This design comes from an exercise in tuning for small area on the open sky130 flow, not from production work. At most, simulation tests tie the RTL to the original design; equivalence was not proved. No activity file was given, so power comes from the tool's default toggle rates.

==> module hb_i2c_eeprom, before the edit <==
module hb_i2c_eeprom (
    input  wire         clk,
    input  wire         rst,
    input  wire         step,        
    input  wire         scl,         
    input  wire         sda,         
    input  wire         prev_scl,
    input  wire         prev_sda,
    input  wire [31:0]  board_id,    
    input  wire [143:0] serial_id,   
    output reg          sda_drv
);
    localparam [6:0] SLAVE_ADDR = 7'h50;
    reg       idle;
    reg [1:0] g;
    reg [3:0] q;
    reg [7:0] sr;
    reg       dir;       
    reg [7:0] ee_cur;
    wire [207:0] img = {8'h4A, 8'h37, 8'h57, 8'h02, board_id, serial_id};
    wire [2:0]   bi  = ~q[2:0];    
    wire         hi  = (ee_cur >= 8'd26);
    wire [7:0]  sb;
    wire [25:0] sa;
    wire [25:0] bb;
    genvar gb, ga;
    generate
        for (gb = 0; gb < 8; gb = gb + 1) begin : g_sb
            assign sb[gb] = (bi == gb);
        end
        for (ga = 0; ga < 26; ga = ga + 1) begin : g_sa
            assign sa[ga] = (ee_cur[4:0] == ga);
            assign bb[ga] = |(sb & img[8*(25-ga) +: 8]);
        end
    endgenerate
    wire ee_bit = hi | |(sa & bb);
    wire rise  = step && (scl != prev_scl) && scl;
    wire fall  = step && (scl != prev_scl) && !scl;
    wire start = step && (scl == prev_scl) && scl && (sda != prev_sda) && !sda;
    wire stop  = step && (scl == prev_scl) && scl && (sda != prev_sda) && sda;
    wire q8 = (q == 4'd8);
    always @(posedge clk) begin
        if (rst) begin
            idle    <= 1'b1;
            g       <= 2'd0;
            q       <= 4'd0;
            sr      <= 8'd0;
            dir     <= 1'b0;
            ee_cur  <= 8'd0;
            sda_drv <= 1'b1;
        end else if (rise) begin
            sr <= {sr[6:0], sda};
        end else if (fall) begin
            if (idle) begin
                sda_drv <= 1'b1;
            end else begin
                q <= q8 ? 4'd0 : q + 4'd1;
                if (q8 && g != 2'd2)
                    g <= g + 2'd1;
                if (g == 2'd0) begin
                    if (!q8) begin
                        sda_drv <= 1'b1;
                    end else if (sr[7:1] == SLAVE_ADDR) begin
                        sda_drv <= 1'b0;
                        dir     <= sr[0];
                    end else begin
                        sda_drv <= 1'b1;
                        idle    <= 1'b1;
                    end
                end else if (!dir) begin
                    if (q8) begin
                        if (g == 2'd1)
                            ee_cur <= sr;
                        sda_drv <= 1'b0;
                    end else begin
                        sda_drv <= 1'b1;
                    end
                end else begin
                    if (q8) begin
                        ee_cur  <= ee_cur + 8'd1;
                        sda_drv <= 1'b1;
                    end else begin
                        sda_drv <= ee_bit;
                    end
                end
            end
        end else if (start) begin
            idle <= 1'b0;
            g    <= 2'd0;
            q    <= 4'd0;
            sr   <= 8'd0;
        end else if (stop) begin
            idle <= 1'b1;
        end
    end
endmodule
==> module hb_front, before the edit <==
module hb_front (
    input  wire         clk,
    input  wire         rst,
    input  wire         in_valid,
    input  wire [7:0]   in_byte,
    input  wire [31:0]  board_id,
    input  wire [143:0] serial_id,
    output reg          resp_valid,
    output wire [7:0]   resp_byte,
    output wire         pkt_valid,
    output wire         pkt_sop,
    output wire         pkt_last,
    output wire [7:0]   pkt_chan,
    output wire [7:0]   pkt_byte,
    output reg          halted
);
    localparam [7:0] CMD_PREFIX = 8'h3A;
    localparam [7:0] OUTER_ESC  = 8'h3D;
    localparam [7:0] ESC_XOR    = 8'h20;
    reg       cfg_armed;
    reg       outer_esc;
    reg       prev_scl;
    reg       prev_sda;
    reg [7:0] byte_q;
    wire       sda_drv;
    wire [7:0] pkt_data;
    wire       take     = in_valid && !halted;
    wire       is_pfx   = (in_byte == CMD_PREFIX);
    wire       is_esc   = (in_byte == OUTER_ESC);
    wire       is_data  = take && !is_pfx && !is_esc;
    wire [7:0] eff      = outer_esc ? (in_byte ^ ESC_XOR) : in_byte;
    wire       cmd      = is_data && cfg_armed;
    wire       cmd_ok   = cmd && eff[0];
    wire       i2c_step = cmd_ok && !eff[7];
    wire       pkt_step = is_data && !cfg_armed;
    hb_i2c_eeprom u_i2c (
        .clk       (clk),
        .rst       (rst),
        .step      (i2c_step),
        .scl       (eff[4]),
        .sda       (eff[5]),
        .prev_scl  (prev_scl),
        .prev_sda  (prev_sda),
        .board_id  (board_id),
        .serial_id (serial_id),
        .sda_drv   (sda_drv)
    );
    hb_deframer u_deframer (
        .clk      (clk),
        .rst      (rst),
        .step     (pkt_step),
        .e        (eff),
        .ev_valid (pkt_valid),
        .ev_sop   (pkt_sop),
        .ev_last  (pkt_last),
        .ev_chan  (pkt_chan),
        .ev_data  (pkt_data)
    );
    assign pkt_byte  = byte_q;
    assign resp_byte = {pkt_valid, pkt_valid, byte_q[5:4], pkt_valid, {3{resp_valid}}};
    always @(posedge clk) begin
        byte_q <= cfg_armed ? {pkt_data[7:6], prev_sda & sda_drv, prev_scl, pkt_data[3:0]}
                            : pkt_data;
        if (rst) begin
            cfg_armed  <= 1'b0;
            outer_esc  <= 1'b0;
            prev_scl   <= 1'b1;
            prev_sda   <= 1'b1;
            halted     <= 1'b0;
            resp_valid <= 1'b0;
        end else begin
            resp_valid <= cmd_ok;
            if (take) begin
                if (is_pfx) begin
                    cfg_armed <= 1'b1;
                end else if (is_esc) begin
                    outer_esc <= 1'b1;
                end else begin
                    outer_esc <= 1'b0;
                    if (cfg_armed) begin
                        cfg_armed <= 1'b0;
                        if (!eff[0]) begin
                            halted <= 1'b1;
                        end else begin
                            prev_scl <= eff[4];
                            prev_sda <= eff[5];
                        end
                    end
                end
            end
        end
    end
endmodule
Settings: LEC_CHECK=0, ABC_AREA=0, CAP_MARGIN=20, CORE_MARGIN=2, CORE_UTILIZATION=40, CTS_BUF_LIST=sky130_fd_sc_hd__clkbuf_8, CTS_CLUSTER_DIAMETER=100, CTS_CLUSTER_SIZE=12, SLEW_MARGIN=20; clock period 10.0 ns.
standard.sh (not shown) runs the stock make flow with config.mk's settings and CLKGATE_MAP_FILE= SYNTH_SCRIPT=/design/flow/synth_recipe.tcl, a recipe that flattens the netlist after the stock synthesis.
==> flow/flow/run.sh <==
#!/bin/bash
# The standard layout, with the smallest buffer (buf_1) on the ports
# instead of the default clkdlybuf4s50_1. Each ORFS step keeps its own log
# under orfs/logs/; make's own output goes to standard.log.
bash standard.sh "BUFFER_PORTS_ARGS=-buffer_cell sky130_fd_sc_hd__buf_1" > standard.log 2>&1
The first run finished with timing, DRC and antenna clean.
Change:
--- a/flow/design.v
+++ b/flow/design.v
@@ -18,24 +18,12 @@
     reg       dir;       
     reg [7:0] ee_cur;
     wire [207:0] img = {8'h4A, 8'h37, 8'h57, 8'h02, board_id, serial_id};
     wire [2:0]   bi  = ~q[2:0];    
     wire         hi  = (ee_cur >= 8'd26);
-    wire [7:0]  sb;
-    wire [25:0] sa;
-    wire [25:0] bb;
-    genvar gb, ga;
-    generate
-        for (gb = 0; gb < 8; gb = gb + 1) begin : g_sb
-            assign sb[gb] = (bi == gb);
-        end
-        for (ga = 0; ga < 26; ga = ga + 1) begin : g_sa
-            assign sa[ga] = (ee_cur[4:0] == ga);
-            assign bb[ga] = |(sb & img[8*(25-ga) +: 8]);
-        end
-    endgenerate
-    wire ee_bit = hi | |(sa & bb);
+    wire [255:0] imgx = {img, 48'hFFFF_FFFF_FFFF};
+    wire ee_bit = hi | imgx[255 - {ee_cur[4:0], ~bi}];
     wire rise  = step && (scl != prev_scl) && scl;
     wire fall  = step && (scl != prev_scl) && !scl;
     wire start = step && (scl == prev_scl) && scl && (sda != prev_sda) && !sda;
     wire stop  = step && (scl == prev_scl) && scl && (sda != prev_sda) && sda;
     wire q8 = (q == 4'd8);
@@ -435,11 +423,11 @@
         .ev_last  (pkt_last),
         .ev_chan  (pkt_chan),
         .ev_data  (pkt_data)
     );
     assign pkt_byte  = byte_q;
-    assign resp_byte = {pkt_valid, pkt_valid, byte_q[5:4], pkt_valid, {3{resp_valid}}};
+    assign resp_byte = {2'b00, byte_q[5:4], 4'b0111};
     always @(posedge clk) begin
         byte_q <= cfg_armed ? {pkt_data[7:6], prev_sda & sda_drv, prev_scl, pkt_data[3:0]}
                             : pkt_data;
         if (rst) begin
             cfg_armed  <= 1'b0;
The changed run produced a clean layout. Clock-buffer cell count rose by 2. Worst hold slack got worse by 5.2 ps. Critical path depth falls by 1. Power shrinks by 4.2%. Wire length fell by 41%. Clock power came out lower by about 4%. Area after synthesis shrinks by 7.9%. Cell area went down by 8.9%. Utilization is lower by 0.21 points. Non-clock buffer count shrinks by 57. Sequential share of layout area increases by 5.3 points. Die area fell by 7.7%.
The RTL of the first run of this note was laid out without a check of its function.

==> port drivers added, routing unchanged <==
The results above use ideal ports. As a check the final layouts listed here were re-extracted and re-timed, cells and wires unchanged.
Step 1 (the two cells are an assumption about what drives the block):
set clk [get_ports {clk}]
set_driving_cell -lib_cell sky130_fd_sc_hd__clkbuf_16 $clk
set_driving_cell -lib_cell sky130_fd_sc_hd__buf_2 [delete_from_list [all_inputs] $clk]
Step 2 adds t to the input delays and takes it off the output delays; t is the mean of the earliest and latest rising clock arrival at the registers after step 1. Input paths then give back, and output paths get back, about the clock's delay inside the block.
a / b / c = ideal ports / drivers / drivers and shift; a / b = the first two.
run | t (ns) | setup slack, ns | clock arrival spread, ns
the first run | 0.715 | 1.656 / 1.681 / 0.966 | 0.032 / 0.032
the second run | 0.682 | 1.466 / 1.481 / 0.799 | 0.053 / 0.053
After both steps setup and hold are still met in every run listed. The setup slack of the first run, which loses most, moves by +0.025 ns with the drivers and by -0.690 ns with both steps.
